Background: an optimization exercise with open tools, aiming at small area, a short achievable clock period and few clock cycles per item. Do not read the settings as production practice. Function was checked by simulation only, so behaviour that the tests miss may differ from the original.

==> flow/design.v, too long to show whole: its modules and the start of the top module <==
// module yuv2rgb: 1168 lines
// module fa: 4 lines
// module ha: 4 lines
// module ao: 3 lines
// module aoa: 4 lines
module yuv2rgb (
    input  wire       clk,
    input  wire       rst,
    input  wire       in_valid,
    output wire       in_ready,
    input  wire [7:0] in_y,
    input  wire [7:0] in_u,
    input  wire [7:0] in_v,
    output wire       out_valid,
    input  wire       out_ready,
    output wire [7:0] out_r,
    output wire [7:0] out_g,
    output wire [7:0] out_b,
    output wire [7:0] out_luma
);
  // ...
==> flow/flow/run.sh <==
#!/bin/bash
# Standard ORFS layout (the standard.sh) with two changes in how it is made:
#  - the port buffers buffer_ports inserts are sky130_fd_sc_hd__buf_1 cells
#    (every input and output port still gets its own buffer);
#  - timing repair is asked to leave 10.5 ns of setup slack at the design's
#    16 ns clock, so the resizer works on the critical paths.
# Clock period, I/O constraints and all other steps are the standard ones.
set -euo pipefail
export BUFFER_PORTS_ARGS="-buffer_cell sky130_fd_sc_hd__buf_1"
bash standard.sh SETUP_SLACK_MARGIN=10.5 finish > standard_flow.log 2>&1
==> flow/standard.sh <==
#!/bin/bash
# synth_recipe.tcl (not shown) runs the flow's synth.tcl, then flattens the netlist and writes it again
# the make line also repeats each setting of config.mk as NAME=value (left out here)
make -C /OpenROAD-flow-scripts/flow DESIGN_CONFIG=/design/flow/config.mk WORK_HOME=/design/flow/orfs CLKGATE_MAP_FILE= SYNTH_SCRIPT=/design/flow/synth_recipe.tcl "${@:-finish}"
==> flow/config.mk <==
export PLATFORM = sky130hd
export DESIGN_NAME = yuv2rgb
export DESIGN_NICKNAME = yuv2rgb
export VERILOG_FILES = /design/flow/design.v
export SDC_FILE = /design/flow/constraint.sdc
export NUM_CORES = 4
export LEC_CHECK = 0
export CAP_MARGIN = 20
export CORE_MARGIN = 2
export CORE_UTILIZATION = 40
export SLEW_MARGIN = 20
export SYNTH_HIERARCHICAL = 1
export SYNTH_MINIMUM_KEEP_SIZE = 0
==> flow/constraint.sdc <==
create_clock -name core_clock -period 16.0 [get_ports {clk}]
set_input_delay 3.2000 -clock core_clock [delete_from_list [all_inputs] [get_ports {clk}]]
set_output_delay 3.2000 -clock core_clock [all_outputs]
set_load 0.01 [all_outputs]
==> metrics.md, run 1 <==
| Metric | Value |
|---|---|
| Number of diodes | `0` |
| Tapcells inserted | `390` |
| DP Cell Count | `1345` |
| Die W | `around 180 um` |
| Die span in y | `about 180 um` |
| Commonest non-fill, non-tap cell in the layout | `fa_1` |
| Compound-Gate Fraction of Synth Area | `8.534%` |
| Kind of end point of the critical path | `flip-flop` |
| Post-Synthesis Cell Area | `12140 um^2` |
| Minimum clock period | `between 5 and 6 ns` |
| Setup crit end | `s3_l[7]$_DFFE_PP_` |
| Synth async-reset ratio | `0%` |
| Yosys top cell area share | `41.56%` |
| Cts hold-fix bufs | `0` |
| Gr busiest metal | `met2` |
| Met1 usage | `25.59%` |
| Most frequent cells after synthesis | `252 x fa_1, 117 x a21o_1, 108 x and2_1` |
| Setup WS pre-CTS | `10.55 ns` |
| Register area share after synthesis | `24.41%` |
| Period utilization | `about a third` |
| Post-Synth Adder-Cell Area | `50.53%` |
| Setup ws final | `about 11 ns` |
| Worst-margin pin slew | `roughly 1 ns` |
| Setup violations, final | `0` |
| Global-route wire length before repair | `43010 um` |
| Non-clk buf share | `between 3 and 4%` |
| Average size of a mapped cell | `13.59 um^2` |
| Slew HR | `31.81%` |
| Vias in the first global route | `7881` |
| Wl on met1 | `11630 um` |
| Max Cap Viol | `0` |
| Status | `complete, no violations` |
| Nets | `1359` |
Testbench counts, summed over its fixed seeds: cycles 16,024, items 16,000.
==> run 2: changes to the inputs <==
--- a/flow/design.v
+++ b/flow/design.v
@@ -526,45 +526,40 @@
 wire qg_f99, qg_f100;
 aoa qg_f99_m (.g1(qg_f63), .p1(qg_f64), .g0(qg_f79), .p0(qg_f80), .g(qg_f99), .p(qg_f100));
 wire qg_f101, qg_f102;
 aoa qg_f101_m (.g1(qg_f67), .p1(qg_f68), .g0(qg_f89), .p0(qg_f90), .g(qg_f101), .p(qg_f102));
 wire qg_f103, qg_f104;
 aoa qg_f103_m (.g1(qg_f71), .p1(qg_f72), .g0(qg_f95), .p0(qg_f96), .g(qg_f103), .p(qg_f104));
 wire qg_f105, qg_f106;
 aoa qg_f105_m (.g1(qg_f75), .p1(qg_f76), .g0(qg_f93), .p0(qg_f94), .g(qg_f105), .p(qg_f106));
-wire qg_f107 = qg_f60 ^ qg_f58;
-wire qg_f108;
-ao qg_f108_m (.g1(qg_f59), .p1(qg_f60), .g0(qg_f58), .g(qg_f108));
-wire qg_f109 = qg_f62 ^ qg_f108;
-wire qg_f110;
-ao qg_f110_m (.g1(qg_f79), .p1(qg_f80), .g0(qg_f58), .g(qg_f110));
-wire qg_f111 = qg_f64 ^ qg_f110;
-wire qg_f112;
-ao qg_f112_m (.g1(qg_f99), .p1(qg_f100), .g0(qg_f58), .g(qg_f112));
-wire qg_f113 = qg_f66 ^ qg_f112;
-wire qg_f114;
-ao qg_f114_m (.g1(qg_f89), .p1(qg_f90), .g0(qg_f58), .g(qg_f114));
-wire qg_f115 = qg_f68 ^ qg_f114;
-wire qg_f116;
-ao qg_f116_m (.g1(qg_f101), .p1(qg_f102), .g0(qg_f58), .g(qg_f116));
-wire qg_f117 = qg_f70 ^ qg_f116;
-wire qg_f118;
-ao qg_f118_m (.g1(qg_f95), .p1(qg_f96), .g0(qg_f58), .g(qg_f118));
-wire qg_f119 = qg_f72 ^ qg_f118;
-wire qg_f120;
-ao qg_f120_m (.g1(qg_f103), .p1(qg_f104), .g0(qg_f58), .g(qg_f120));
-wire qg_f121 = qg_f74 ^ qg_f120;
-wire qg_f122;
-ao qg_f122_m (.g1(qg_f93), .p1(qg_f94), .g0(qg_f58), .g(qg_f122));
-wire qg_f123 = qg_f76 ^ qg_f122;
-wire qg_f124;
-ao qg_f124_m (.g1(qg_f105), .p1(qg_f106), .g0(qg_f58), .g(qg_f124));
-wire qg_f125 = qg_f78 ^ qg_f124;
-wire [9:0] qg = {qg_f125, qg_f123, qg_f121, qg_f119, qg_f117, qg_f115, qg_f113, qg_f111, qg_f109, qg_f107};
+wire qg_f107 = ~qg_f60;
+wire qg_f108 = qg_f62 ^ qg_f59;
+wire qg_f109 = qg_f62 ^ (qg_f59 | qg_f60);
+wire qg_f110 = qg_f64 ^ qg_f79;
+wire qg_f111 = qg_f64 ^ (qg_f79 | qg_f80);
+wire qg_f112 = qg_f66 ^ qg_f99;
+wire qg_f113 = qg_f66 ^ (qg_f99 | qg_f100);
+wire qg_f114 = qg_f68 ^ qg_f89;
+wire qg_f115 = qg_f68 ^ (qg_f89 | qg_f90);
+wire qg_f116 = qg_f70 ^ qg_f101;
+wire qg_f117 = qg_f70 ^ (qg_f101 | qg_f102);
+wire qg_f118 = qg_f72 ^ qg_f95;
+wire qg_f119 = qg_f72 ^ (qg_f95 | qg_f96);
+wire qg_f120 = qg_f74 ^ qg_f103;
+wire qg_f121 = qg_f74 ^ (qg_f103 | qg_f104);
+wire qg_f122 = qg_f76 ^ qg_f93;
+wire qg_f123 = qg_f76 ^ (qg_f93 | qg_f94);
+wire qg_f124 = qg_f78 ^ qg_f105;
+wire qg_f125 = qg_f78 ^ (qg_f105 | qg_f106);
+wire [9:0] qg_s0 = {qg_f124, qg_f122, qg_f120, qg_f118, qg_f116, qg_f114, qg_f112, qg_f110, qg_f108, qg_f60};
+wire [9:0] qg_s1 = {qg_f125, qg_f123, qg_f121, qg_f119, qg_f117, qg_f115, qg_f113, qg_f111, qg_f109, qg_f107};
+wire [7:0] qg_c0 = qg_s0[9] ? 8'd0 : qg_s0[8] ? 8'd255 : qg_s0[7:0];
+wire [7:0] qg_c1 = qg_s1[9] ? 8'd0 : qg_s1[8] ? 8'd255 : qg_s1[7:0];
+wire [7:0] qg_c = qg_f58 ? qg_c1 : qg_c0;
 wire qb_w1 = 1'b1 ^ s1_u[7];
 wire qb_w2 = 1'b1 & s1_u[7];
 wire qb_w3 = 1'b1 ^ ~s1_u[6];
 wire qb_w4 = 1'b1 & ~s1_u[6];
 wire qb_w5 = 1'b1 ^ ~s1_u[7] ^ ~s1_u[5];
 wire qb_w6 = (1'b1 & ~s1_u[7]) | (1'b1 & ~s1_u[5]) | (~s1_u[7] & ~s1_u[5]);
 wire qb_w7 = 1'b1 ^ s1_y[0];
 wire qb_w8 = 1'b1 & s1_y[0];
@@ -745,17 +740,17 @@
 wire [9:0] qb = {qb_f94, qb_f92, qb_f90, qb_f88, qb_f86, qb_f84, qb_f82, qb_f80, qb_f78, qb_f76};
     reg       s2_v;
     reg [7:0] s2_r, s2_g, s2_b;
     always @(posedge clk) begin
         if (rst) s2_v <= 1'b0;
         else if (adv) s2_v <= s1_v;
         if (adv) begin
             s2_r <= qr[9] ? 8'd0 : qr[8] ? 8'd255 : qr[7:0];
-            s2_g <= qg[9] ? 8'd0 : qg[8] ? 8'd255 : qg[7:0];
+            s2_g <= qg_c;
             s2_b <= qb[9] ? 8'd0 : qb[8] ? 8'd255 : qb[7:0];
         end
     end
 wire ql_w1 = 1'b1 ^ s2_r[6] ^ ~s2_r[4];
 wire ql_w2 = (1'b1 & s2_r[6]) | (1'b1 & ~s2_r[4]) | (s2_r[6] & ~s2_r[4]);
 wire ql_w3, ql_w4;
 ha ql_w3_ha (.a(~s2_r[2]), .b(s2_r[0]), .s(ql_w3), .co(ql_w4));
 wire ql_w5 = 1'b1 ^ s2_r[7] ^ ~s2_r[5];
@@ -1123,46 +1118,43 @@
 wire ql_f73, ql_f74;
 aoa ql_f73_m (.g1(ql_f63), .p1(ql_f64), .g0(ql_f67), .p0(ql_f68), .g(ql_f73), .p(ql_f74));
 wire ql_f75, ql_f76;
 aoa ql_f75_m (.g1(ql_f47), .p1(ql_f48), .g0(ql_f59), .p0(ql_f60), .g(ql_f75), .p(ql_f76));
 wire ql_f77, ql_f78;
 aoa ql_f77_m (.g1(ql_f51), .p1(ql_f52), .g0(ql_f67), .p0(ql_f68), .g(ql_f77), .p(ql_f78));
 wire ql_f79, ql_f80;
 aoa ql_f79_m (.g1(ql_f55), .p1(ql_f56), .g0(ql_f73), .p0(ql_f74), .g(ql_f79), .p(ql_f80));
-wire ql_f81 = ql_f44 ^ ql_f42;
-wire ql_f82;
-ao ql_f82_m (.g1(ql_f43), .p1(ql_f44), .g0(ql_f42), .g(ql_f82));
-wire ql_f83 = ql_f46 ^ ql_f82;
-wire ql_f84;
-ao ql_f84_m (.g1(ql_f59), .p1(ql_f60), .g0(ql_f42), .g(ql_f84));
-wire ql_f85 = ql_f48 ^ ql_f84;
-wire ql_f86;
-ao ql_f86_m (.g1(ql_f75), .p1(ql_f76), .g0(ql_f42), .g(ql_f86));
-wire ql_f87 = ql_f50 ^ ql_f86;
-wire ql_f88;
-ao ql_f88_m (.g1(ql_f67), .p1(ql_f68), .g0(ql_f42), .g(ql_f88));
-wire ql_f89 = ql_f52 ^ ql_f88;
-wire ql_f90;
-ao ql_f90_m (.g1(ql_f77), .p1(ql_f78), .g0(ql_f42), .g(ql_f90));
-wire ql_f91 = ql_f54 ^ ql_f90;
-wire ql_f92;
-ao ql_f92_m (.g1(ql_f73), .p1(ql_f74), .g0(ql_f42), .g(ql_f92));
-wire ql_f93 = ql_f56 ^ ql_f92;
-wire ql_f94;
-ao ql_f94_m (.g1(ql_f79), .p1(ql_f80), .g0(ql_f42), .g(ql_f94));
-wire ql_f95 = ql_f58 ^ ql_f94;
-wire [7:0] ql = {ql_f95, ql_f93, ql_f91, ql_f89, ql_f87, ql_f85, ql_f83, ql_f81};
+wire ql_f81 = ~ql_f44;
+wire ql_f82 = ql_f46 ^ ql_f43;
+wire ql_f83 = ql_f46 ^ (ql_f43 | ql_f44);
+wire ql_f84 = ql_f48 ^ ql_f59;
+wire ql_f85 = ql_f48 ^ (ql_f59 | ql_f60);
+wire ql_f86 = ql_f50 ^ ql_f75;
+wire ql_f87 = ql_f50 ^ (ql_f75 | ql_f76);
+wire ql_f88 = ql_f52 ^ ql_f67;
+wire ql_f89 = ql_f52 ^ (ql_f67 | ql_f68);
+wire ql_f90 = ql_f54 ^ ql_f77;
+wire ql_f91 = ql_f54 ^ (ql_f77 | ql_f78);
+wire ql_f92 = ql_f56 ^ ql_f73;
+wire ql_f93 = ql_f56 ^ (ql_f73 | ql_f74);
+wire ql_f94 = ql_f58 ^ ql_f79;
+wire ql_f95 = ql_f58 ^ (ql_f79 | ql_f80);
+wire [7:0] ql_s0 = {ql_f94, ql_f92, ql_f90, ql_f88, ql_f86, ql_f84, ql_f82, ql_f44};
+wire [7:0] ql_s1 = {ql_f95, ql_f93, ql_f91, ql_f89, ql_f87, ql_f85, ql_f83, ql_f81};
+wire [7:0] ql_c0 = ql_s0[7:0];
+wire [7:0] ql_c1 = ql_s1[7:0];
+wire [7:0] ql_c = ql_f42 ? ql_c1 : ql_c0;
     reg       s3_v;
     reg [7:0] s3_r, s3_g, s3_b, s3_l;
     always @(posedge clk) begin
         if (rst) s3_v <= 1'b0;
         else if (adv) s3_v <= s2_v;
         if (adv) begin
-            s3_r <= s2_r; s3_g <= s2_g; s3_b <= s2_b; s3_l <= ql;
+            s3_r <= s2_r; s3_g <= s2_g; s3_b <= s2_b; s3_l <= ql_c;
         end
     end
     assign out_valid = s3_v;
     assign out_r = s3_r;
     assign out_g = s3_g;
     assign out_b = s3_b;
     assign out_luma = s3_l;
 endmodule
==> flow/flow/run.sh (replaced) <==
#!/bin/bash
# Standard ORFS layout (the standard.sh) with two changes in how it is made:
#  - the port buffers buffer_ports inserts are sky130_fd_sc_hd__buf_1 cells
#    (every input and output port still gets its own buffer);
#  - timing repair is asked to leave 11.0 ns of setup slack at the design's
#    16 ns clock, so the resizer works on the critical paths.
# Clock period, I/O constraints and all other steps are the standard ones.
set -euo pipefail
export BUFFER_PORTS_ARGS="-buffer_cell sky130_fd_sc_hd__buf_1"
bash standard.sh SETUP_SLACK_MARGIN=11.0 finish > standard_flow.log 2>&1
==> metrics.md, run 2 <==
| Metric | Value |
|---|---|
| Crit path kind | `flip-flop to flip-flop (unchanged)` |
| Global-route wire length before repair | `43610 um (was 43010 um)` |
| Worst EP required | `16.10 ns (was 16.12 ns)` |
| Port Buffers | `61 (unchanged)` |
| Routed vias | `7485 (was 6875)` |
| Setup ws final | `11.19 ns (was 10.72 ns)` |
| Critical Path AT | `4.91 ns (was 5.40 ns)` |
| Slew HR | `47.92% (was 31.81%)` |
| Unrepaired setup endpoints after global routing | `no (unchanged)` |
| Residual DRC count | `0 (unchanged)` |
| Starting DRT DRC Count | `350 (was 381)` |
| Syn_nets | `1300 (was 1260)` |
| Pin count of the biggest net entering global routing | `87 (was 81)` |
| Top_reg_cell synth | `edfxtp_1 (unchanged)` |
| Crit-path slowest cell | `fa_1 (unchanged)` |
| Reg2reg setup slack | `11.19 ns (was 10.72 ns)` |
| Distinct cells, synth | `32 (was 24)` |
| Crit-path leading delay family | `adder cells (unchanged)` |
| Worst r2r dst | `s2_g[0]$_DFFE_PP_ (was s3_l[7]$_DFFE_PP_)` |
| Post-route ant nets | `0 (unchanged)` |
| Share of layout cells above drive strength 1 | `16.77% (was 11.63%)` |
| DR WL/cell | `18.21 um (was 18.95 um)` |
| Area contributors post-synth | `fa_1 41%, edfxtp_1 20%, ha_1 9.1%, a21o_1 6.2%, and2_1 5.5% (was fa_1 42%, edfxtp_1 20%, ha_1 9.0%, a21o_1 7.2%, and2_1 5.6%)` |
| Ys Warns | `7 (unchanged)` |
| Synth-to-Final Area Change | `14.15% (was 10.16%)` |
| Pre-Repair DR Iteration Count | `7 (was 4)` |
| Cts hold-fix bufs | `0 (unchanged)` |
| Clk_skew | `0.02196 ns (was 0.01611 ns)` |
| Average size of a mapped cell | `13.11 um^2 (was 13.59 um^2)` |
| Post-Synth Adder-Cell Area | `50.45% (was 50.53%)` |
| CTS Sinks | `108 (unchanged)` |
| Start of the worst register-to-register path | `s1_u[4]$_DFFE_PP_ (was s2_r[7]$_SDFFCE_PP0P_)` |
| Setup crit end | `s2_g[0]$_DFFE_PP_ (was s3_l[7]$_DFFE_PP_)` |
| Crit. Startpoint | `s1_u[4]$_DFFE_PP_ (was s2_r[7]$_SDFFCE_PP0P_)` |
| Largest stage delay on the critical path | `0.57 ns (was 0.58 ns)` |
| Max Freq | `208.0 MHz (was 189.3 MHz)` |
| Rows | `63 (unchanged)` |
| Total CTS buffers | `9 (unchanged)` |
| Synth Area in XOR/XNOR | `3.290% (was 2.742%)` |
| Initial antenna violation count | `0 (unchanged)` |
| WL final | `26970 um (was 26290 um)` |
| Status | `complete, no violations (unchanged)` |
| Vias per cell | `5.054 (was 4.957)` |
| Nets | `1455 (was 1359)` |
| Total GRT Usage | `18.24% (was 18.17%)` |
| Clock-pin slew on the worst setup and hold paths | `0.08 ns (was 0.09 ns)` |
| Die W | `178.7 um (was 178.2 um)` |
| Worst-margin pin slew | `0.7812 ns (was 1.023 ns)` |
| CP Buf/Inv Count | `2 (unchanged)` |
| Die area | `31930 um^2 (was 31760 um^2)` |
| Period utilization | `30.04% (was 33.01%)` |
| Commonest non-fill, non-tap cell in the layout | `fa_1 (unchanged)` |
| CP Cell Sequence | `buf_12 > fa_1 > fa_1 > fa_1 > fa_1 > ha_1 > a21o_1 > a21o_1 > a21o_1 > a21o_1 > o21ai_2 > inv_2 > o22ai_1 > a221oi_1 (was inv_1 > ha_1 > inv_1 > fa_1 > fa_1 > fa_1 > fa_1 > or2_2 > and2_1 > a21o_1 > a21o_1 > a21o_1 > a21o_1 > xnor2_1 > xnor2_1)` |
| Compound-Gate Fraction of Synth Area | `8.128% (was 8.534%)` |
| DPL Wire Length | `21230 um (was 21160 um)` |
| Die span in y | `178.7 um (was 178.2 um)` |
| Most common cell in the synthesized netlist | `fa_1 (unchanged)` |
| RD Place Congestion | `0.8775 (was 0.8637)` |
| Largest family of logic cells by synthesized area | `adder cells (unchanged)` |
| Clock Root Buffer | `clkbuf_16 (unchanged)` |
| Vias in the first global route | `8173 (was 7881)` |
| Setup tns final | `0 ns (unchanged)` |
| Commonest cells after routing, fill and taps aside | `252 x fa_1, 108 x and2_1, 100 x a21o_1 (was 252 x fa_1, 117 x a21o_1, 108 x and2_1)` |
| Synth Register Bits | `108 (unchanged)` |
| Core box area | `29870 um^2 (was 29800 um^2)` |
| Yosys top cell area share | `41.33% (was 41.56%)` |
| CTS max path bufs | `2 (unchanged)` |
| Minimum clock period | `4.807 ns (was 5.281 ns)` |
| Max Cap Viol | `0 (unchanged)` |
| Startpoint Class | `flip-flop (unchanged)` |
| Hold/Removal Path Class | `flip-flop to flip-flop (unchanged)` |
| Number of diodes | `0 (unchanged)` |
| Global route overflow | `0 (unchanged)` |
| Skew-Pair Late Insertion Delay | `0.37 ns (about the same)` |
| Crit path max fanout | `7 (was 8)` |
| Simple logic cell fraction of the synthesized area | `8.559% (was 7.957%)` |
| Setup WS pre-CTS | `10.79 ns (was 10.55 ns)` |
| I/O pin count | `62 (unchanged)` |
| Kind of end point of the critical path | `flip-flop (unchanged)` |
| Initial Util | `40.86% (was 40.74%)` |
| Post-synthesis mux area share | `2.296% (was 2.865%)` |
| Number of synthesized flops with an enable pin | `80 (unchanged)` |
| Hold Vio Cnt, Final | `0 (unchanged)` |
| Most frequent cells after synthesis | `252 x fa_1, 108 x and2_1, 101 x a21o_1 (was 252 x fa_1, 117 x a21o_1, 108 x and2_1)` |
| CTS tree | `built (unchanged)` |
| Cells after Synth | `931 (was 893)` |
| Register area share after synthesis | `24.27% (was 24.41%)` |
| Synth async-reset ratio | `0% (unchanged)` |
| Post-Synthesis Cell Area | `12210 um^2 (was 12140 um^2)` |
| Setup violations, final | `0 (unchanged)` |
| Fin. max-slew vios | `0 (unchanged)` |
| Largest area contributor in the netlist | `fa_1 (unchanged)` |
| Worst-case reg-to-reg path depth | `14 (was 15)` |
| CTS H-tree lvls | `3 (unchanged)` |
| Crit path depth | `14 (was 15)` |
run 2: cell types whose count changed after synthesis, moves of 8 or more:
| cell | delta |
|---|---|
| mux2_2 | +18 |
| mux2_4 | -18 |
| o21ai_0 | +13 |
| a21oi_1 | +8 |
| a21o_1 | -16 |
| a21boi_0 | -8 |
| nor2_1 | +10 |
run 2: how the worst min path moves through the flow:
stage,startpoint,to,depth (start not counted)
after floorplan,s2_v$_SDFFE_PP0P_,s3_v$_SDFFE_PP0P_,2
after global placement,s2_v$_SDFFE_PP0P_,s3_v$_SDFFE_PP0P_,2
after detailed placement,sk_v8[6]$_DFF_P_,sk_v8[6]$_DFF_P_,1
after CTS,s2_v$_SDFFE_PP0P_,s3_v$_SDFFE_PP0P_,2
after global routing,sk_u[6]$_DFF_P_,sk_u[6]$_DFF_P_,1
final,s2_v$_SDFFE_PP0P_,s3_v$_SDFFE_PP0P_,2
run 2: repair_timing:
item	4_1_cts	5_1_grt
pin swaps	0	0
buffers inserted	20	64
endpoints found under the setup margin	16	24
gates resized for setup	4	8
run 2: logic make-up after synthesis:
kind of cell,after synthesis
fa+ha+maj,341
simple gates,175
compound gates,145
flops,108
buf+inv,92
xor+xnor,45
mux,25
run 2: layout make-up:
type | count | area, um^2
Inverter | 87 | 356.6
Clock inverter | 7 | 93.84
Clock buffer | 9 | 225.2
Multi-Input combinational cell | 731 | 8889
Sequential cell | 108 | 2963
Timing Repair Buffer | 149 | 918.4
Fill cell | 2732 | 15940
Tap cell | 390 | 488.0
run 2: metrics by stage:
stage	util, %	area [um^2]	cells	hold slack, ns
floorplan	-	12210	931	0.4258
global placement	43.25	12920	1381	0.4533
detailed placement	43.25	12920	1381	0.4580
CTS	44.91	13420	1417	0.4722
global route	46.64	13930	1481	0.4952
finish	46.64	13930	1481	0.4651
run 2: per-layer routing:
| layer | share of wire [%] | GRT usage (%) |
|---|---|---|
| met4 | 1.5 | 3.997 |
| met1 | 44 | 25.18 |
| met2 | 48 | 29.46 |
| met5 | 0 | 0 |
| met3 | 6.3 | 4.283 |
run 2: worst reg2reg max path, stage by stage, from the launching register on:
cell      delay, ns
edfxtp_1       0.42
buf_12         0.16
fa_1           0.46
fa_1           0.57
fa_1           0.46
fa_1           0.51
ha_1           0.36
a21o_1         0.22
a21o_1         0.26
a21o_1         0.28
a21o_1         0.23
o21ai_2        0.23
inv_2          0.11
o22ai_1        0.16
a221oi_1       0.10
run 2: Yosys stat by module (local to each module, per instance):
| module | cells | flops+latches | area (um^2) | copies in the design |
|---|---|---|---|---|
| yuv2rgb | 474 | 108 | 5534 | 1 |
| fa | 1 | 0 | 20.02 | 252 |
| aoa | 2 | 0 | 13.76 | 69 |
| ha | 1 | 0 | 12.51 | 35 |
| ao | 1 | 0 | 7.507 | 32 |
Testbench counts of run 2, summed over its fixed seeds: cycles 16,024, items 16,000.
==> run 3: changes to the inputs <==
--- a/flow/flow/run.sh
+++ b/flow/flow/run.sh
@@ -7,4 +7,4 @@
 # Clock period, I/O constraints and all other steps are the standard ones.
 set -euo pipefail
 export BUFFER_PORTS_ARGS="-buffer_cell sky130_fd_sc_hd__buf_1"
-bash standard.sh SETUP_SLACK_MARGIN=11.0 finish > standard_flow.log 2>&1
+bash standard.sh SETUP_SLACK_MARGIN=11.4 finish > standard_flow.log 2>&1
==> metrics.md, run 3 <==
| Metric | Value |
|---|---|
| Status | `complete, no violations (unchanged)` |
| Nets | `1456 (was 1455)` |
| CTS Sinks | `108 (unchanged)` |
| Clock Root Buffer | `clkbuf_16 (unchanged)` |
| Die area | `31930 um^2 (unchanged)` |
| Residual DRC count | `0 (unchanged)` |
| Skew-Pair Late Insertion Delay | `0.37 ns (about the same)` |
| Hold Vio Cnt, Final | `0 (unchanged)` |
| HP Start | `s2_v$_SDFFE_PP0P_ (unchanged)` |
| I/O pin count | `62 (unchanged)` |
| Distinct cells, synth | `32 (unchanged)` |
| Setup tns final | `0 ns (unchanged)` |
| Hold WS | `0.4757 ns (was 0.4651 ns)` |
| Pin count of the biggest net entering global routing | `59 (was 87)` |
| Largest stage delay on the critical path | `0.57 ns (about the same)` |
| Cells after Synth | `931 (unchanged)` |
| Startpoint Class | `flip-flop (unchanged)` |
| Area contributors post-synth | `fa_1 41%, edfxtp_1 20%, ha_1 9.1%, a21o_1 6.2%, and2_1 5.5% (unchanged)` |
| Vias per cell | `5.003 (was 5.054)` |
| Period utilization | `29.17% (was 30.04%)` |
| WL final | `28070 um (was 26970 um)` |
| Total CTS buffers | `9 (unchanged)` |
| Post-Synthesis Cell Area | `12210 um^2 (unchanged)` |
| CTS tree | `built (unchanged)` |
| Total GRT Usage | `19.18% (was 18.24%)` |
| Post-route ant nets | `0 (unchanged)` |
| CP Buf/Inv Count | `1 (was 2)` |
| Worst-margin pin slew | `0.7596 ns (was 0.7812 ns)` |
| Yosys top cell area share | `41.33% (unchanged)` |
| Crit path kind | `flip-flop to flip-flop (unchanged)` |
| Crit path depth | `13 (was 14)` |
| Die span in y | `178.7 um (unchanged)` |
| DR WL/cell | `18.94 um (was 18.21 um)` |
| Hold/Removal Path Class | `flip-flop to flip-flop (unchanged)` |
| Reg2reg setup slack | `11.33 ns (was 11.19 ns)` |
| Average size of a mapped cell | `13.11 um^2 (unchanged)` |
| Hold path cells | `2 (unchanged)` |
| Ys Warns | `7 (unchanged)` |
| Port Buffers | `61 (unchanged)` |
| Syn_nets | `1300 (unchanged)` |
| Kind of end point of the critical path | `flip-flop (unchanged)` |
| Number of synthesized flops with an enable pin | `80 (unchanged)` |
| Commonest non-fill, non-tap cell in the layout | `fa_1 (unchanged)` |
| Synth Register Bits | `108 (unchanged)` |
| Routed vias | `7415 (was 7485)` |
| Initial Util | `40.86% (unchanged)` |
| Max Cap Viol | `0 (unchanged)` |
| Share of layout cells above drive strength 1 | `21.43% (was 16.77%)` |
| Crit-path slowest cell | `fa_1 (unchanged)` |
| Most frequent cells after synthesis | `252 x fa_1, 108 x and2_1, 101 x a21o_1 (unchanged)` |
| Unrepaired setup endpoints after global routing | `yes (was no)` |
| Synth-to-Final Area Change | `16.23% (was 14.15%)` |
| Clock-pin slew on the worst setup and hold paths | `0.08 ns (about the same)` |
| DPL Wire Length | `21610 um (was 21230 um)` |
| CP Cell Sequence | `inv_4 > fa_1 > fa_1 > fa_2 > fa_2 > fa_2 > or2_4 > a21o_1 > a21o_1 > a21o_1 > a21o_4 > mux2i_1 > xnor2_1 (was buf_12 > fa_1 > fa_1 > fa_1 > fa_1 > ha_1 > a21o_1 > a21o_1 > a21o_1 > a21o_1 > o21ai_2 > inv_2 > o22ai_1 > a221oi_1)` |
| Vias in the first global route | `8321 (was 8173)` |
| Setup WS pre-CTS | `10.83 ns (was 10.79 ns)` |
| Slew HR | `49.36% (was 47.92%)` |
| Fin. max-slew vios | `0 (unchanged)` |
| Largest area contributor in the netlist | `fa_1 (unchanged)` |
| Max Freq | `214.2 MHz (was 208.0 MHz)` |
| Register area share after synthesis | `24.27% (unchanged)` |
| Clk_skew | `0.01687 ns (was 0.02196 ns)` |
| Start of the worst register-to-register path | `s2_r[7]$_SDFFCE_PP0P_ (was s1_u[4]$_DFFE_PP_)` |
| CTS H-tree lvls | `3 (unchanged)` |
| CTS max path bufs | `2 (unchanged)` |
| Core box area | `29870 um^2 (unchanged)` |
| Crit path max fanout | `8 (was 7)` |
| Initial antenna violation count | `0 (unchanged)` |
| Global route overflow | `0 (unchanged)` |
| Global-route wire length before repair | `45310 um (was 43610 um)` |
| Worst EP required | `16.12 ns (was 16.10 ns)` |
| Number of diodes | `0 (unchanged)` |
| Most common cell in the synthesized netlist | `fa_1 (unchanged)` |
| Pre-Repair DR Iteration Count | `5 (was 7)` |
| Top_reg_cell synth | `edfxtp_1 (unchanged)` |
| Crit-path leading delay family | `adder cells (unchanged)` |
| Setup violations, final | `0 (unchanged)` |
| RD Place Congestion | `0.8665 (was 0.8775)` |
| Cts hold-fix bufs | `0 (unchanged)` |
| Minimum clock period | `4.668 ns (was 4.807 ns)` |
| Commonest cells after routing, fill and taps aside | `241 x fa_1, 105 x and2_1, 96 x a21o_1 (was 252 x fa_1, 108 x and2_1, 100 x a21o_1)` |
| Synth async-reset ratio | `0% (unchanged)` |
| Hold endpoint | `s3_v$_SDFFE_PP0P_ (unchanged)` |
| Die W | `178.7 um (unchanged)` |
| Worst-case reg-to-reg path depth | `13 (was 14)` |
| Critical Path AT | `4.78 ns (was 4.91 ns)` |
| Worst r2r dst | `s3_l[1]$_DFFE_PP_ (was s2_g[0]$_DFFE_PP_)` |
| Rows | `63 (unchanged)` |
| Starting DRT DRC Count | `440 (was 350)` |
| Setup ws final | `11.33 ns (was 11.19 ns)` |
==> run 3: cell counts after synthesis <==
No cell type changed its count.
==> run 3: worst max-delay path by stage <==
stage                          start                end  slack, ns
3_3_place_gp       s1_u[7]$_DFFE_PP_  s2_g[0]$_DFFE_PP_      10.83
4_1_cts        s2_r[5]$_SDFFCE_PP0P_  s3_l[1]$_DFFE_PP_      11.27
5_1_grt        s2_r[7]$_SDFFCE_PP0P_  s3_l[1]$_DFFE_PP_      11.17
2_1_floorplan      s2_g[7]$_DFFE_PP_  s3_l[1]$_DFFE_PP_      11.37
3_5_place_dp       s1_u[7]$_DFFE_PP_  s2_g[0]$_DFFE_PP_      10.83
6_report       s2_r[7]$_SDFFCE_PP0P_  s3_l[1]$_DFFE_PP_      11.33
==> run 3: modules after synthesis, one instance, submodules excluded <==
module / copies in the design / area (um^2)
aoa: 69 / 13.76
yuv2rgb: 1 / 5534
ao: 32 / 7.507
ha: 35 / 12.51
fa: 252 / 20.02
==> run 3: cell families after synthesis <==
| group | share of synthesized area (%) |
|---|---|
| compound gates | 8.128 |
| fa+ha+maj | 50.45 |
| buf+inv | 3.003 |
| mux | 2.296 |
| xor+xnor | 3.290 |
| flops | 24.27 |
| simple gates | 8.559 |
==> run 3: area by class of cell <==
cell class                 count  area (um^2)
multi-input combinational    731         9134
tap                          390        488.0
fill                        2699        15690
inverter                      87        375.4
sequential                   108         2967
timing repair buffer         150        912.1
clock inverter                 7        86.33
clock buffer                   9        225.2
==> run 3: timing repair <==
action,in CTS,in global routing
pin swaps,17,30
setup endpoints to repair,33,33
endpoints found under the hold margin,0,0
resized for setup,38,36
setup buffers,60,27
==> run 3: metal layers <==
layer | track usage [%] | wire [um] | up-vias
li1 | - | - | 3380
met1 | 26.38 | 12530 | 3815
met2 | 31.63 | 13500 | 188
met3 | 3.690 | 1553 | 32
met4 | 4.404 | 483 | 0
met5 | 0 | 0 | -
==> run 3: worst register-to-register path: cells and delay by family (launching register included) <==
family,cells,cell delay [ns]
adders and majority gates,5,2.53
xor gates and xnor gates,1,0.09
and+or+nand+nor,1,0.24
buffers and inverters,1,0.11
AOI/OAI and AO/OA,4,0.77
muxes,1,0.19
DFF,1,0.49
==> run 3: through the flow <==
stage	cells	cell area, um^2	utilization, %
global route	1482	14190	47.49
finish	1482	14190	47.49
detailed placement	1379	12910	43.20
floorplan	931	12210	-
CTS	1455	13800	46.18
global placement	1379	12910	43.20
==> run 4: changes to the inputs <==
--- a/flow/config.mk
+++ b/flow/config.mk
@@ -8,6 +8,7 @@
 export CAP_MARGIN = 20
 export CORE_MARGIN = 2
 export CORE_UTILIZATION = 40
+export GPL_TIMING_DRIVEN = 1
 export SLEW_MARGIN = 20
 export SYNTH_HIERARCHICAL = 1
 export SYNTH_MINIMUM_KEEP_SIZE = 0
==> metrics.md, run 4 <==
| Metric | Value |
|---|---|
| Critical Path AT | `4.78 ns (about the same)` |
| Vias per cell | `5.003 (unchanged)` |
| Fin. max-slew vios | `0 (unchanged)` |
| CTS tree | `built (unchanged)` |
| Minimum clock period | `4.668 ns (unchanged)` |
| Top_reg_cell synth | `edfxtp_1 (unchanged)` |
| Clock-pin slew on the worst setup and hold paths | `0.08 ns (about the same)` |
| Average size of a mapped cell | `13.11 um^2 (unchanged)` |
| Fin area | `14190 um^2 (unchanged)` |
| Hold endpoint | `s3_v$_SDFFE_PP0P_ (unchanged)` |
| Reg2reg setup slack | `11.33 ns (about the same)` |
| Most frequent cells after synthesis | `252 x fa_1, 108 x and2_1, 101 x a21o_1 (unchanged)` |
| Status | `complete, no violations (unchanged)` |
| Largest area contributor in the netlist | `fa_1 (unchanged)` |
| Total CTS buffers | `9 (unchanged)` |
| Worst-case reg-to-reg path depth | `13 (unchanged)` |
| WL final | `28070 um (unchanged)` |
| Initial antenna violation count | `0 (unchanged)` |
| Kind of end point of the critical path | `flip-flop (unchanged)` |
| Most common cell in the synthesized netlist | `fa_1 (unchanged)` |
| Unrepaired setup endpoints after global routing | `yes (unchanged)` |
| DR WL/cell | `18.94 um (unchanged)` |
| Core box area | `29870 um^2 (unchanged)` |
| Syn_nets | `1300 (unchanged)` |
| Initial Util | `40.86% (unchanged)` |
| Rows | `63 (unchanged)` |
| Vias in the first global route | `8321 (unchanged)` |
| Share of layout cells above drive strength 1 | `21.43% (unchanged)` |
| Worst EP required | `16.12 ns (about the same)` |
| Worst r2r dst | `s3_l[1]$_DFFE_PP_ (unchanged)` |
| Hold Vio Cnt, Final | `0 (unchanged)` |
| Slew HR | `49.36% (unchanged)` |
| Post-placement cell area | `12910 um^2 (unchanged)` |
| Yosys top cell area share | `41.33% (unchanged)` |
| Nets | `1456 (unchanged)` |
| Synth Register Bits | `108 (unchanged)` |
| Synth async-reset ratio | `0% (unchanged)` |
| Number of synthesized flops with an enable pin | `80 (unchanged)` |
| Cts hold-fix bufs | `0 (unchanged)` |
| Post-route ant nets | `0 (unchanged)` |
| CTS H-tree lvls | `3 (unchanged)` |
| Register area share after synthesis | `24.27% (unchanged)` |
| Post-Synthesis Cell Area | `12210 um^2 (unchanged)` |
| Ys Warns | `7 (unchanged)` |
| I/O pin count | `62 (unchanged)` |
| Die area | `31930 um^2 (unchanged)` |
| Commonest cells after routing, fill and taps aside | `241 x fa_1, 105 x and2_1, 96 x a21o_1 (unchanged)` |
| RD Place Congestion | `0.8665 (unchanged)` |
| Hold WS | `0.4757 ns (unchanged)` |
| Clk_skew | `0.01687 ns (unchanged)` |
| Skew-Pair Late Insertion Delay | `0.37 ns (about the same)` |
| Startpoint Class | `flip-flop (unchanged)` |
| Area contributors post-synth | `fa_1 41%, edfxtp_1 20%, ha_1 9.1%, a21o_1 6.2%, and2_1 5.5% (unchanged)` |
| Pin count of the biggest net entering global routing | `59 (unchanged)` |
| HP Start | `s2_v$_SDFFE_PP0P_ (unchanged)` |
| Distinct cells, synth | `32 (unchanged)` |
| Global-route wire length before repair | `45310 um (unchanged)` |
| Cells after Synth | `931 (unchanged)` |
| Max Freq | `214.2 MHz (unchanged)` |
| Number of diodes | `0 (unchanged)` |
| Max Cap Viol | `0 (unchanged)` |
| Routed vias | `7415 (unchanged)` |
| Crit path kind | `flip-flop to flip-flop (unchanged)` |
| Start of the worst register-to-register path | `s2_r[7]$_SDFFCE_PP0P_ (unchanged)` |
| Die span in y | `178.7 um (unchanged)` |
| CTS max path bufs | `2 (unchanged)` |
| Pre-Repair DR Iteration Count | `5 (unchanged)` |
| DPL Wire Length | `21610 um (unchanged)` |
| Commonest non-fill, non-tap cell in the layout | `fa_1 (unchanged)` |
| Starting DRT DRC Count | `440 (unchanged)` |
| Setup violations, final | `0 (unchanged)` |
| Port Buffers | `61 (unchanged)` |
| Total GRT Usage | `19.18% (unchanged)` |
| Worst-margin pin slew | `0.7596 ns (unchanged)` |
| Die W | `178.7 um (unchanged)` |
| Hold/Removal Path Class | `flip-flop to flip-flop (unchanged)` |
| Global route overflow | `0 (unchanged)` |
| Setup tns final | `0 ns (unchanged)` |
| CTS Sinks | `108 (unchanged)` |
| Crit path max fanout | `8 (unchanged)` |
| Clock Root Buffer | `clkbuf_16 (unchanged)` |
| Synth-to-Final Area Change | `16.23% (unchanged)` |
| Residual DRC count | `0 (unchanged)` |
| Hold path cells | `2 (unchanged)` |
| Period utilization | `29.17% (unchanged)` |
==> run 4: cell counts after synthesis <==
No cell type changed its count.
==> run 4: how the worst max path moves through the flow <==
stage	cells after the start	slack (ns)	startpoint	to
after floorplan	14	11.37	s2_g[7]$_DFFE_PP_	s3_l[1]$_DFFE_PP_
after global placement	14	10.83	s1_u[7]$_DFFE_PP_	s2_g[0]$_DFFE_PP_
after detailed placement	14	10.83	s1_u[7]$_DFFE_PP_	s2_g[0]$_DFFE_PP_
after CTS	13	11.27	s2_r[5]$_SDFFCE_PP0P_	s3_l[1]$_DFFE_PP_
after global routing	13	11.17	s2_r[7]$_SDFFCE_PP0P_	s3_l[1]$_DFFE_PP_
final	13	11.33	s2_r[7]$_SDFFCE_PP0P_	s3_l[1]$_DFFE_PP_
==> run 4: logic make-up (layout without fill, tap and decap cells) <==
kind of cell / Yosys count / after routing / share of synthesized area [%]
and+or+nand+nor: 175 / 175 / 8.559
DFF: 108 / 108 / 24.27
xor gates and xnor gates: 45 / 45 / 3.290
buffers and inverters: 92 / 253 / 3.003
adders and majority gates: 341 / 341 / 50.45
muxes: 25 / 25 / 2.296
AOI/OAI and AO/OA: 145 / 145 / 8.128
==> run 4: modules after synthesis, one instance, submodules excluded <==
module | cells inside | times used
ha | 1 | 35
fa | 1 | 252
yuv2rgb | 474 | 1
ao | 1 | 32
aoa | 2 | 69
==> run 4: critical path: stages (launching register included) <==
cell and delay (ns):
edfxtp_1 0.49, inv_4 0.11, fa_1 0.53, fa_1 0.57, fa_2 0.45, fa_2 0.54
fa_2 0.43, or2_4 0.24, a21o_1 0.15, a21o_1 0.17, a21o_1 0.18, a21o_4 0.27
mux2i_1 0.19, xnor2_1 0.09
==> run 4: layout make-up <==
class	instances	area [um^2]
flip-flops and latches	108	2967
multi-input cells	731	9134
clock inverters	7	86.33
well taps	390	488.0
repair buffers	150	912.1
inverters	87	375.4
fillers	2699	15690
clock buffers	9	225.2
==> run 4: layer usage <==
metal | global-route usage (%) | vias to the layer above | share of wire, %
met5 | 0 | - | 0
met4 | 4.404 | 0 | 1.7
met3 | 3.690 | 32 | 5.5
met2 | 31.63 | 188 | 48
met1 | 26.38 | 3815 | 45
li1 | - | 3380 | -
==> run 4: what timing repair did <==
item | CTS | global route
resized for setup | 38 | 36
buffers inserted | 60 | 27
endpoints found under the setup margin | 33 | 33
pin swaps | 17 | 30
==> run 4: stage by stage <==
step | std cells | utilization (%) | setup slack (ns)
3_3_place_gp | 1379 | 43.20 | 10.83
5_1_grt | 1482 | 47.49 | 11.17
2_1_floorplan | 931 | - | 11.37
3_5_place_dp | 1379 | 43.20 | 10.83
6_report | 1482 | 47.49 | 11.33
4_1_cts | 1455 | 46.18 | 11.27
==> run 5: changes to the inputs <==
--- a/flow/config.mk
+++ b/flow/config.mk
@@ -8,7 +8,8 @@
 export CAP_MARGIN = 20
 export CORE_MARGIN = 2
 export CORE_UTILIZATION = 40
-export GPL_TIMING_DRIVEN = 1
+export CTS_CLUSTER_DIAMETER = 120
+export CTS_CLUSTER_SIZE = 40
 export SLEW_MARGIN = 20
 export SYNTH_HIERARCHICAL = 1
 export SYNTH_MINIMUM_KEEP_SIZE = 0
==> metrics.md, run 5 <==
| Metric | Value |
|---|---|
| Worst-margin pin slew | `0.7596 ns (unchanged)` |
| Area contributors post-synth | `fa_1 41%, edfxtp_1 20%, ha_1 9.1%, a21o_1 6.2%, and2_1 5.5% (unchanged)` |
| Setup violations, final | `0 (unchanged)` |
| DR WL/cell | `18.94 um (unchanged)` |
| Global-route wire length before repair | `45310 um (unchanged)` |
| Nets | `1456 (unchanged)` |
| Critical Path AT | `4.78 ns (about the same)` |
| Worst-case reg-to-reg path depth | `13 (unchanged)` |
| Skew-Pair Late Insertion Delay | `0.37 ns (about the same)` |
| CP Cell Sequence | `inv_4 > fa_1 > fa_1 > fa_2 > fa_2 > fa_2 > or2_4 > a21o_1 > a21o_1 > a21o_1 > a21o_4 > mux2i_1 > xnor2_1 (unchanged)` |
| Synth async-reset ratio | `0% (unchanged)` |
| Clk_skew | `0.01687 ns (unchanged)` |
| Hold WS | `0.4757 ns (unchanged)` |
| Crit path kind | `flip-flop to flip-flop (unchanged)` |
| Unrepaired setup endpoints after global routing | `yes (unchanged)` |
| Commonest cells after routing, fill and taps aside | `241 x fa_1, 105 x and2_1, 96 x a21o_1 (unchanged)` |
| Cells after Synth | `931 (unchanged)` |
| Die area | `31930 um^2 (unchanged)` |
| Yosys top cell area share | `41.33% (unchanged)` |
| Clock Root Buffer | `clkbuf_16 (unchanged)` |
| Synth Register Bits | `108 (unchanged)` |
| Crit-path slowest cell | `fa_1 (unchanged)` |
| Pre-Repair DR Iteration Count | `5 (unchanged)` |
| Vias in the first global route | `8321 (unchanged)` |
| Global route overflow | `0 (unchanged)` |
| Die W | `178.7 um (unchanged)` |
| Port Buffers | `61 (unchanged)` |
| Most common cell in the synthesized netlist | `fa_1 (unchanged)` |
| Crit path depth | `13 (unchanged)` |
| Startpoint Class | `flip-flop (unchanged)` |
| Ys Warns | `7 (unchanged)` |
| Minimum clock period | `4.668 ns (unchanged)` |
| Total CTS buffers | `9 (unchanged)` |
| Worst r2r dst | `s3_l[1]$_DFFE_PP_ (unchanged)` |
| Hold/Removal Path Class | `flip-flop to flip-flop (unchanged)` |
| RD Place Congestion | `0.8665 (unchanged)` |
| Number of synthesized flops with an enable pin | `80 (unchanged)` |
| Hold Vio Cnt, Final | `0 (unchanged)` |
| WL final | `28070 um (unchanged)` |
| Initial antenna violation count | `0 (unchanged)` |
| Crit path max fanout | `8 (unchanged)` |
| Start of the worst register-to-register path | `s2_r[7]$_SDFFCE_PP0P_ (unchanged)` |
| Starting DRT DRC Count | `440 (unchanged)` |
| Status | `complete, no violations (unchanged)` |
| Clock-pin slew on the worst setup and hold paths | `0.08 ns (about the same)` |
| CP Buf/Inv Count | `1 (unchanged)` |
| Setup crit end | `s3_l[1]$_DFFE_PP_ (unchanged)` |
| Commonest non-fill, non-tap cell in the layout | `fa_1 (unchanged)` |
| Worst EP required | `16.12 ns (about the same)` |
| Register area share after synthesis | `24.27% (unchanged)` |
| Slew HR | `49.36% (unchanged)` |
| Most frequent cells after synthesis | `252 x fa_1, 108 x and2_1, 101 x a21o_1 (unchanged)` |
| Synth-to-Final Area Change | `16.23% (unchanged)` |
| Die span in y | `178.7 um (unchanged)` |
| Syn_nets | `1300 (unchanged)` |
| Pin count of the biggest net entering global routing | `59 (unchanged)` |
| Largest area contributor in the netlist | `fa_1 (unchanged)` |
| DPL Wire Length | `21610 um (unchanged)` |
| Rows | `63 (unchanged)` |
| CTS Sinks | `108 (unchanged)` |
| CTS tree | `built (unchanged)` |
| Post-Synthesis Cell Area | `12210 um^2 (unchanged)` |
| Max Cap Viol | `0 (unchanged)` |
| Residual DRC count | `0 (unchanged)` |
| CTS max path bufs | `2 (unchanged)` |
| Reg2reg setup slack | `11.33 ns (about the same)` |
| Vias per cell | `5.003 (unchanged)` |
| Core box area | `29870 um^2 (unchanged)` |
| Average size of a mapped cell | `13.11 um^2 (unchanged)` |
| Max Freq | `214.2 MHz (unchanged)` |
| I/O pin count | `62 (unchanged)` |
| Top_reg_cell synth | `edfxtp_1 (unchanged)` |
| Kind of end point of the critical path | `flip-flop (unchanged)` |
| Setup tns final | `0 ns (unchanged)` |
| Distinct cells, synth | `32 (unchanged)` |
| Number of diodes | `0 (unchanged)` |
| Crit-path leading delay family | `adder cells (unchanged)` |
| Fin. max-slew vios | `0 (unchanged)` |
| CTS H-tree lvls | `3 (unchanged)` |
| Routed vias | `7415 (unchanged)` |
| Share of layout cells above drive strength 1 | `21.43% (unchanged)` |
| Initial Util | `40.86% (unchanged)` |
| Crit. Startpoint | `s2_r[7]$_SDFFCE_PP0P_ (unchanged)` |
| Total GRT Usage | `19.18% (unchanged)` |
| Largest stage delay on the critical path | `0.57 ns (about the same)` |
| Period utilization | `29.17% (unchanged)` |
| Post-route ant nets | `0 (unchanged)` |
==> run 5: cell counts in the layout (fill, tap and decap cells not counted) <==
No cell type changed its count.
==> run 5: cell type report <==
cell class              instances  area, um^2
multi-input cells             731        9134
fillers                      2699       15690
well taps                     390       488.0
clock inverters                 7       86.33
clock buffers                   9       225.2
repair buffers                150       912.1
inverters                      87       375.4
flip-flops and latches        108        2967
==> run 5: logic make-up after synthesis <==
family          count (synthesis)  share of synthesized area (%)
fa+ha+maj                     341                          50.45
simple gates                  175                          8.559
compound gates                145                          8.128
flops                         108                          24.27
buf+inv                        92                          3.003
xor+xnor                       45                          3.290
mux                            25                          2.296
==> run 5: modules after synthesis (local to each module, per instance) <==
module / times used / flops+latches
aoa: 69 / 0
ha: 35 / 0
fa: 252 / 0
yuv2rgb: 1 / 108
ao: 32 / 0
==> run 5: metal layers <==
layer  track usage, %  wire [um]
met1            26.38      12530
met2            31.63      13500
met3            3.690       1553
met4            4.404        483
met5                0          0
==> run 5: worst min path at each step <==
stage | slack (ns) | cells past startpoint | startpoint | to
final | 0.48 | 2 | s2_v$_SDFFE_PP0P_ | s3_v$_SDFFE_PP0P_
after global routing | 0.49 | 1 | sk_y[2]$_DFF_P_ | sk_y[2]$_DFF_P_
after CTS | 0.48 | 1 | sk_u[4]$_DFF_P_ | sk_u[4]$_DFF_P_
after detailed placement | 0.46 | 1 | sk_v8[2]$_DFF_P_ | sk_v8[2]$_DFF_P_
after global placement | 0.45 | 1 | sk_u[4]$_DFF_P_ | sk_u[4]$_DFF_P_
after floorplan | 0.43 | 2 | s2_v$_SDFFE_PP0P_ | s3_v$_SDFFE_PP0P_
==> run 5: tightest hold or removal path, delay by kind of cell, from the launching register on <==
kind,cells,cell delay (ns)
AOI/OAI and AO/OA,1,0.06
buffers and inverters,1,0.07
DFF,1,0.31
==> run 5: repair_timing <==
action | CTS | global route
pin swaps | 17 | 30
gates resized for setup | 38 | 36
setup endpoints to repair | 33 | 33
hold buffers | 0 | 0
hold endpoints to repair | 0 | 0
cloned | 0 | 0
buffers inserted | 60 | 27
==> run 5: stage by stage <==
stage	area [um^2]	setup WS (ns)	utilization (%)	cells
6_report	14190	11.33	47.49	1482
5_1_grt	14190	11.17	47.49	1482
4_1_cts	13800	11.27	46.18	1455
3_5_place_dp	12910	10.83	43.20	1379
3_3_place_gp	12910	10.83	43.20	1379
2_1_floorplan	12210	11.37	-	931
==> run 6: changes to the inputs <==
--- a/flow/flow/run.sh
+++ b/flow/flow/run.sh
@@ -7,4 +7,4 @@
 # Clock period, I/O constraints and all other steps are the standard ones.
 set -euo pipefail
 export BUFFER_PORTS_ARGS="-buffer_cell sky130_fd_sc_hd__buf_1"
-bash standard.sh SETUP_SLACK_MARGIN=11.4 finish > standard_flow.log 2>&1
+bash standard.sh SETUP_SLACK_MARGIN=11.6 finish > standard_flow.log 2>&1
--- a/flow/config.mk
+++ b/flow/config.mk
@@ -8,8 +8,6 @@
 export CAP_MARGIN = 20
 export CORE_MARGIN = 2
 export CORE_UTILIZATION = 40
-export CTS_CLUSTER_DIAMETER = 120
-export CTS_CLUSTER_SIZE = 40
 export SLEW_MARGIN = 20
 export SYNTH_HIERARCHICAL = 1
 export SYNTH_MINIMUM_KEEP_SIZE = 0
==> metrics.md, run 6 <==
| Metric | Value |
|---|---|
| Most common cell in the synthesized netlist | `fa_1 (unchanged)` |
| Average size of a mapped cell | `13.11 um^2 (unchanged)` |
| Commonest non-fill, non-tap cell in the layout | `fa_1 (unchanged)` |
| Minimum clock period | `4.594 ns (was 4.668 ns)` |
| Hold/Removal Path Class | `flip-flop to flip-flop (unchanged)` |
| Syn_nets | `1300 (unchanged)` |
| Crit path max fanout | `8 (unchanged)` |
| Die area | `31930 um^2 (unchanged)` |
| Die W | `178.7 um (unchanged)` |
| Total CTS buffers | `9 (unchanged)` |
| Synth-to-Final Area Change | `18.01% (was 16.23%)` |
| Start of the worst register-to-register path | `s2_r[0]$_SDFFCE_PP0P_ (was s2_r[7]$_SDFFCE_PP0P_)` |
| WL final | `28550 um (was 28070 um)` |
| Starting DRT DRC Count | `497 (was 440)` |
| HP Start | `s2_v$_SDFFE_PP0P_ (unchanged)` |
| Fin. max-slew vios | `0 (unchanged)` |
| Clk_skew | `0.01608 ns (was 0.01687 ns)` |
| Area contributors post-synth | `fa_1 41%, edfxtp_1 20%, ha_1 9.1%, a21o_1 6.2%, and2_1 5.5% (unchanged)` |
| Crit path kind | `flip-flop to flip-flop (unchanged)` |
| Cells after Synth | `931 (unchanged)` |
| Worst-case reg-to-reg path depth | `13 (unchanged)` |
| Hold Vio Cnt, Final | `0 (unchanged)` |
| Residual DRC count | `0 (unchanged)` |
| Max Cap Viol | `0 (unchanged)` |
| Synth Register Bits | `108 (unchanged)` |
| Yosys top cell area share | `41.33% (unchanged)` |
| Worst r2r dst | `s3_l[1]$_DFFE_PP_ (unchanged)` |
| Number of diodes | `0 (unchanged)` |
| Vias in the first global route | `8512 (was 8321)` |
| Most frequent cells after synthesis | `252 x fa_1, 108 x and2_1, 101 x a21o_1 (unchanged)` |
| Top_reg_cell synth | `edfxtp_1 (unchanged)` |
| Setup violations, final | `0 (unchanged)` |
| Max Freq | `217.7 MHz (was 214.2 MHz)` |
| Skew-Pair Late Insertion Delay | `0.36 ns (was 0.37 ns)` |
| Distinct cells, synth | `32 (unchanged)` |
| Met3 usage | `4.538% (was 3.690%)` |
| Commonest cells after routing, fill and taps aside | `238 x fa_1, 101 x and2_1, 99 x a21o_1 (was 241 x fa_1, 105 x and2_1, 96 x a21o_1)` |
| Clock-pin slew on the worst setup and hold paths | `0.09 ns (was 0.08 ns)` |
| CTS tree | `built (unchanged)` |
| Vias per cell | `5.091 (was 5.003)` |
| Post-route ant nets | `0 (unchanged)` |
| Post-Synthesis Cell Area | `12210 um^2 (unchanged)` |
| RD Place Congestion | `0.8806 (was 0.8665)` |
| Largest area contributor in the netlist | `fa_1 (unchanged)` |
| Met2 Usage GRT | `32.32% (was 31.63%)` |
| Nets | `1474 (was 1456)` |
| Gr busiest metal | `met2 (unchanged)` |
| Total GRT Usage | `19.29% (was 19.18%)` |
| Period utilization | `28.71% (was 29.17%)` |
| Core box area | `29870 um^2 (unchanged)` |
| CTS Sinks | `108 (unchanged)` |
| Port Buffers | `61 (unchanged)` |
| Finished Core Util | `48.22% (was 47.49%)` |
| Hold path cells | `2 (unchanged)` |
| Synth async-reset ratio | `0% (unchanged)` |
| DR WL/cell | `19.03 um (was 18.94 um)` |
| Pre-Repair DR Iteration Count | `5 (unchanged)` |
| Number of synthesized flops with an enable pin | `80 (unchanged)` |
| Die span in y | `178.7 um (unchanged)` |
| CTS H-tree lvls | `3 (unchanged)` |
| Rows | `63 (unchanged)` |
| I/O pin count | `62 (unchanged)` |
| Startpoint Class | `flip-flop (unchanged)` |
| Setup tns final | `0 ns (unchanged)` |
| Pin count of the biggest net entering global routing | `58 (was 59)` |
| Reg2reg setup slack | `11.41 ns (was 11.33 ns)` |
| Initial antenna violation count | `0 (unchanged)` |
| Routed vias | `7637 (was 7415)` |
| Kind of end point of the critical path | `flip-flop (unchanged)` |
| Global route overflow | `0 (unchanged)` |
| Ys Warns | `7 (unchanged)` |
| Global-route wire length before repair | `45930 um (was 45310 um)` |
| # fillers | `2635 (was 2699)` |
| DPL Wire Length | `21550 um (was 21610 um)` |
| Status | `complete, no violations (unchanged)` |
| Critical Path AT | `4.72 ns (was 4.78 ns)` |
| Met1 usage | `25.59% (was 26.38%)` |
| Cts hold-fix bufs | `0 (unchanged)` |
| Initial Util | `40.86% (unchanged)` |
| Clock Root Buffer | `clkbuf_16 (unchanged)` |
| Worst EP required | `16.12 ns (about the same)` |
| Hold endpoint | `s3_v$_SDFFE_PP0P_ (unchanged)` |
| Worst-margin pin slew | `0.5408 ns (was 0.7596 ns)` |
| Share of layout cells above drive strength 1 | `23.60% (was 21.43%)` |
| CTS max path bufs | `2 (unchanged)` |
| Register area share after synthesis | `24.27% (unchanged)` |
| Unrepaired setup endpoints after global routing | `yes (unchanged)` |
| Slew HR | `63.91% (was 49.36%)` |
## run 6: final cells by class
class	count	area, um^2	area share, %
multi-input combinational	731	9179	63.72
sequential	108	2967	20.59
timing repair buffer	168	1082	7.513
tap	390	488.0	3.387
inverter	87	377.9	2.623
clock buffer	9	225.2	1.563
clock inverter	7	86.33	0.5993
## run 6: worst max-delay path: stages, from the launching register on
cell	delay [ns]
edfxtp_1	0.57
inv_2	0.08
fa_2	0.57
fa_1	0.43
fa_2	0.46
fa_1	0.51
fa_2	0.44
or2_4	0.23
and2_4	0.14
and2_1	0.15
a21o_1	0.19
a21o_4	0.27
mux2i_2	0.17
xnor2_1	0.13
## run 6: cells by family after synthesis
logic type,count (synthesis),synth area share (%)
xor+xnor,45,3.290
buf+inv,92,3.003
mux,25,2.296
compound gates,145,8.128
flops,108,24.27
simple gates,175,8.559
fa+ha+maj,341,50.45
## run 6: metrics by stage
step / setup slack (ns) / instances / hold WS [ns] / area, um^2
6_report: 11.41 / 1500 / 0.4665 / 14410
5_1_grt: 11.27 / 1500 / 0.4785 / 14410
4_1_cts: 11.38 / 1483 / 0.4643 / 14120
3_5_place_dp: 10.77 / 1381 / 0.4467 / 12980
3_3_place_gp: 10.76 / 1381 / 0.4457 / 12980
2_1_floorplan: 11.50 / 931 / 0.4258 / 12270
## run 6: worst max path at each step
stage               slack [ns]                end  cells after the start                   from
global placement         10.76  s2_g[1]$_DFFE_PP_                     13      s1_u[7]$_DFFE_PP_
CTS                      11.38  s3_l[1]$_DFFE_PP_                     13  s2_r[2]$_SDFFCE_PP0P_
finish                   11.41  s3_l[1]$_DFFE_PP_                     13  s2_r[0]$_SDFFCE_PP0P_
detailed placement       10.77  s2_g[1]$_DFFE_PP_                     13      s1_u[7]$_DFFE_PP_
global route             11.27  s3_l[1]$_DFFE_PP_                     14  s2_r[7]$_SDFFCE_PP0P_
floorplan                11.50  s3_l[1]$_DFFE_PP_                     14      s2_g[7]$_DFFE_PP_
## run 6: what timing repair did
action                                 CTS  global route
resized for setup                       57            40
setup buffers                           86            17
setup endpoints to repair               33            89
endpoints found under the hold margin    0             0
pin swaps                               47            43
## run 6: routing by layer
metal,vias up,wire length [um]
met5,-,0
met4,0,506
met3,42,1784
met2,214,14020
met1,3961,12240
li1,3420,-
## run 6: per-module statistics from Yosys (local to each module, per instance)
module / times used / cells inside / flip-flops and latches / cell area, um^2
ha: 35 / 1 / 0 / 12.51
ao: 32 / 1 / 0 / 7.507
yuv2rgb: 1 / 474 / 108 / 5534
aoa: 69 / 2 / 0 / 13.76
fa: 252 / 1 / 0 / 20.02

-- port drivers added, routing unchanged --
The flow's constraints put no driver on any port. The routed layouts listed below were extracted and timed again, unchanged, in two steps. Step 1 assumes that a clkbuf_16 drives the clock port and a buf_2 every other input. Step 2, shift: input delay + t, output delay - t, t = (earliest + latest rising clock arrival at the registers) / 2. This alone moves slack from input paths to output paths. Slacks: no drivers / after step 1 / after step 2; pairs: no drivers / after step 1.
| run | t (ns) | slack for setup (ns) | worst hold slack (ns) | worst setup path after step 2 |
|---|---|---|---|---|
| run 1 | 0.410 | 10.719 / 10.719 / 10.719 | 0.461 / 0.461 / 0.461 | register to register |
| run 2 | 0.403 | 11.193 / 11.193 / 11.193 | 0.465 / 0.465 / 0.465 | register to register |
| run 3 | 0.411 | 11.332 / 11.332 / 11.262 | 0.476 / 0.476 / 0.476 | input to register |
| run 4 | 0.411 | 11.332 / 11.332 / 11.262 | 0.476 / 0.476 / 0.476 | input to register |
| run 5 | 0.411 | 11.332 / 11.332 / 11.262 | 0.476 / 0.476 / 0.476 | input to register |
| run 6 | 0.399 | 11.406 / 11.406 / 11.406 | 0.467 / 0.467 / 0.467 | register to register |
After both steps every run listed still meets setup and hold.
